What follows belongs to an exercise in optimizing a design on an open flow for small area, a short achievable clock period and few clock cycles; a production flow would make more cautious choices. The RTL was checked by simulation tests, not by an equivalence proof against the original design. Power and IR drop assume default switching activity. The clock port is modelled as an ideal driver; clocking choices that lean on that would not hold on a real chip.

## the baseline
Design frx_rx, start of the top module:
module frx_rx (
    input  wire        clk,
    input  wire        rst,           
    input  wire        in_valid,
    input  wire [7:0]  in_data,
    input  wire        in_last,
    output wire        in_ready,
    output wire        out_valid,
    output wire [7:0]  out_data,
    output wire        out_last,
    input  wire        out_ready,
    output wire [31:0] bytes_read,
    output wire [31:0] bytes_invalid,
    output wire        idle
);
    localparam [7:0] HEAD = 8'hF7;
    localparam integer DF = 8;          
    localparam integer WD = 8;          
    localparam [2:0] E_CHK  = 3'd0,     
                     E_SCAN = 3'd1,     
                     E_SKIP = 3'd2,     
                     E_FRM  = 3'd3,     
                     E_CRC  = 3'd4,     
                     E_CRCD = 3'd5;     
    function [7:0] crc8_byte(input [7:0] c, input [7:0] d);
        integer i;
        reg [7:0] r;
        begin
            r = c ^ d;
            for (i = 0; i < 8; i = i + 1)
                r = r[7] ? ((r << 1) ^ 8'h07) : (r << 1);
            crc8_byte = r;
        end
    endfunction
    function [10:0] add10(input [9:0] x, input [9:0] y);
        integer i, k;
        reg [9:0] g, p, gn, pn;
        begin
            g = x & y;
            p = x ^ y;
            for (k = 1; k < 10; k = k * 2) begin
                gn = g; pn = p;
                for (i = k; i < 10; i = i + 1) begin
                    gn[i] = g[i] | (p[i] & g[i-k]);
                    pn[i] = p[i] & p[i-k];
                end
                g = gn; p = pn;
            end
            add10 = {g[9], (x ^ y) ^ {g[8:0], 1'b0}};
        end
    endfunction
    function [7:0] inc8(input [7:0] x, input c);
        integer i;
        reg [7:0] t;
        begin
            t[0] = c;
            for (i = 1; i < 8; i = i + 1)
                t[i] = t[i-1] & x[i-1];
            inc8 = x ^ t;
        end
    endfunction
  ...
clock: 12.0 ns
lec_check: 0
cap_margin: 20
core_margin: 2
core_utilization: 65
slew_margin: 20
synth_memory_max_bits: 16384
standard.sh (not shown) runs the stock make flow with config.mk's settings and CLKGATE_MAP_FILE= SYNTH_SCRIPT=/design/flow/synth_recipe.tcl, a recipe that flattens the netlist after the stock synthesis.
==> flow/flow/run.sh <==
#!/bin/bash
# The standard layout (the standard.sh: unchanged synthesis, floorplan,
# placement, CTS and routing) with two changes in how it is made:
#  - timing repair is asked to leave more setup slack than the default, so the
#    resizer also works on paths that already meet the clock period;
#  - clock tree synthesis clusters up to 30 sinks within 70 um per leaf buffer
#    and inserts no dummy loads.
set -euo pipefail
export SETUP_SLACK_MARGIN=8.4
export CTS_ARGS="-sink_clustering_enable -repair_clock_nets -dont_use_dummy_load -sink_clustering_size 30 -sink_clustering_max_diameter 70"
bash standard.sh > standard_flow.log 2>&1
Testbench counts of the baseline, summed over its fixed seeds: cycles 98,274.
Here is what was changed in the inputs of the candidate compared with the baseline.
- a change of CORE_UTILIZATION from 65 to 40
==> flow/flow/run.sh <==
#!/bin/bash
# The standard layout (the standard.sh: unchanged synthesis, floorplan,
# placement, CTS and routing) with two changes in how it is made:
#  - timing repair is asked to leave more setup slack than the default, so the
#    resizer also works on paths that already meet the clock period;
#  - clock tree synthesis clusters up to 25 sinks within 80 um per leaf buffer
#    and inserts no dummy loads.
set -euo pipefail
export SETUP_SLACK_MARGIN=8.4
export CTS_ARGS="-sink_clustering_enable -repair_clock_nets -dont_use_dummy_load -sink_clustering_size 25 -sink_clustering_max_diameter 80"
bash standard.sh > standard_flow.log 2>&1
Results
- Global-route wire length before repair: lower on the candidate
- Between the baseline and the candidate, chip height is lower for the baseline, the candidate comes in above that.
- Capture point of the critical path: out_data[6] -> the baseline, out_data[0] -> the candidate
- Summary of the candidate over the baseline: clock buffer count went up by 16, part of the Yosys area used for sequential elements was more or less identical, worst setup margin went up by 14 ps, global-route usage went down by 8.1 points, hold slack went down by 32 ps.

Starting RTL as in the previous note.
==> flow/config.mk <==
export PLATFORM = sky130hd
export DESIGN_NAME = frx_rx
export DESIGN_NICKNAME = frx_rx
export VERILOG_FILES = /design/flow/design.v
export SDC_FILE = /design/flow/constraint.sdc
export NUM_CORES = 4
export LEC_CHECK = 0
export CAP_MARGIN = 20
export CORE_MARGIN = 2
export CORE_UTILIZATION = 65
export SLEW_MARGIN = 20
export SYNTH_MEMORY_MAX_BITS = 16384
==> flow/constraint.sdc <==
create_clock -name core_clock -period 12.0 [get_ports {clk}]
set_input_delay 2.4000 -clock core_clock [delete_from_list [all_inputs] [get_ports {clk}]]
set_output_delay 2.4000 -clock core_clock [all_outputs]
set_load 0.01 [all_outputs]
==> flow/flow/run.sh <==
#!/bin/bash
# The standard layout (the standard.sh: unchanged synthesis, floorplan,
# placement, CTS and routing) with two changes in how it is made:
#  - timing repair is asked to leave more setup slack than the default, so the
#    resizer also works on paths that already meet the clock period;
#  - clock tree synthesis clusters up to 25 sinks within 80 um per leaf buffer
#    and inserts no dummy loads.
set -euo pipefail
export SETUP_SLACK_MARGIN=8.4
export CTS_ARGS="-sink_clustering_enable -repair_clock_nets -dont_use_dummy_load -sink_clustering_size 25 -sink_clustering_max_diameter 80"
bash standard.sh > standard_flow.log 2>&1
Testbench counts at the start, summed over its fixed seeds: cycles 98,274.
Change:
==> flow/flow/run.sh (replaced) <==
#!/bin/bash
# The standard layout (the standard.sh: unchanged synthesis, floorplan,
# placement, CTS and routing) with two changes in how it is made:
#  - timing repair is asked to leave more setup slack than the default, so the
#    resizer also works on paths that already meet the clock period;
#  - clock tree synthesis clusters up to 30 sinks within 70 um per leaf buffer
#    and inserts no dummy loads.
set -euo pipefail
export SETUP_SLACK_MARGIN=8.6
export CTS_ARGS="-sink_clustering_enable -repair_clock_nets -dont_use_dummy_load -sink_clustering_size 30 -sink_clustering_max_diameter 70"
bash standard.sh > standard_flow.log 2>&1
Via count stays flat.
Setup slack improves by 0.048 ns.
Flip-flop and latch count does not change.
Global-route usage is lower by 0.52 points.
Total power is lower by 2.0%.
First-iteration DRC count is lower by 9.0%.
Synthesized area stays the same.

re-timing with driven ports:
No port has a modelled driver above. Below, the same layouts with a new extraction and two added sets of constraints. Step 1, drivers: a clkbuf_16 drives clk and a buf_2 each remaining input, both assumed. Step 2 adds t to the input delays and takes it off the output delays; t is the mean of the earliest and latest rising clock arrival at the registers after step 1. Input paths then give back, and output paths get back, about the clock's delay inside the block. Slacks: no drivers / after step 1 / after step 2; pairs: no drivers / after step 1.
run	shift t [ns]	setup WS [ns]	slew at the worst register clock pin (ns)	pins driven straight from the clock port
the baseline	0.705	8.388 / 8.326 / 7.842	0.11 / 0.11	1
the candidate	0.768	8.402 / 8.331 / 7.779	0.10 / 0.10	1
the first run of note 2	0.718	8.400 / 8.336 / 7.809	0.10 / 0.10	1
the second run of note 2	0.701	8.448 / 8.384 / 7.981	0.11 / 0.11	1
After both steps every run listed still meets setup and hold. For the candidate, which loses most, drivers alone change the setup slack by -0.071 ns; drivers and shift together by -0.623 ns.
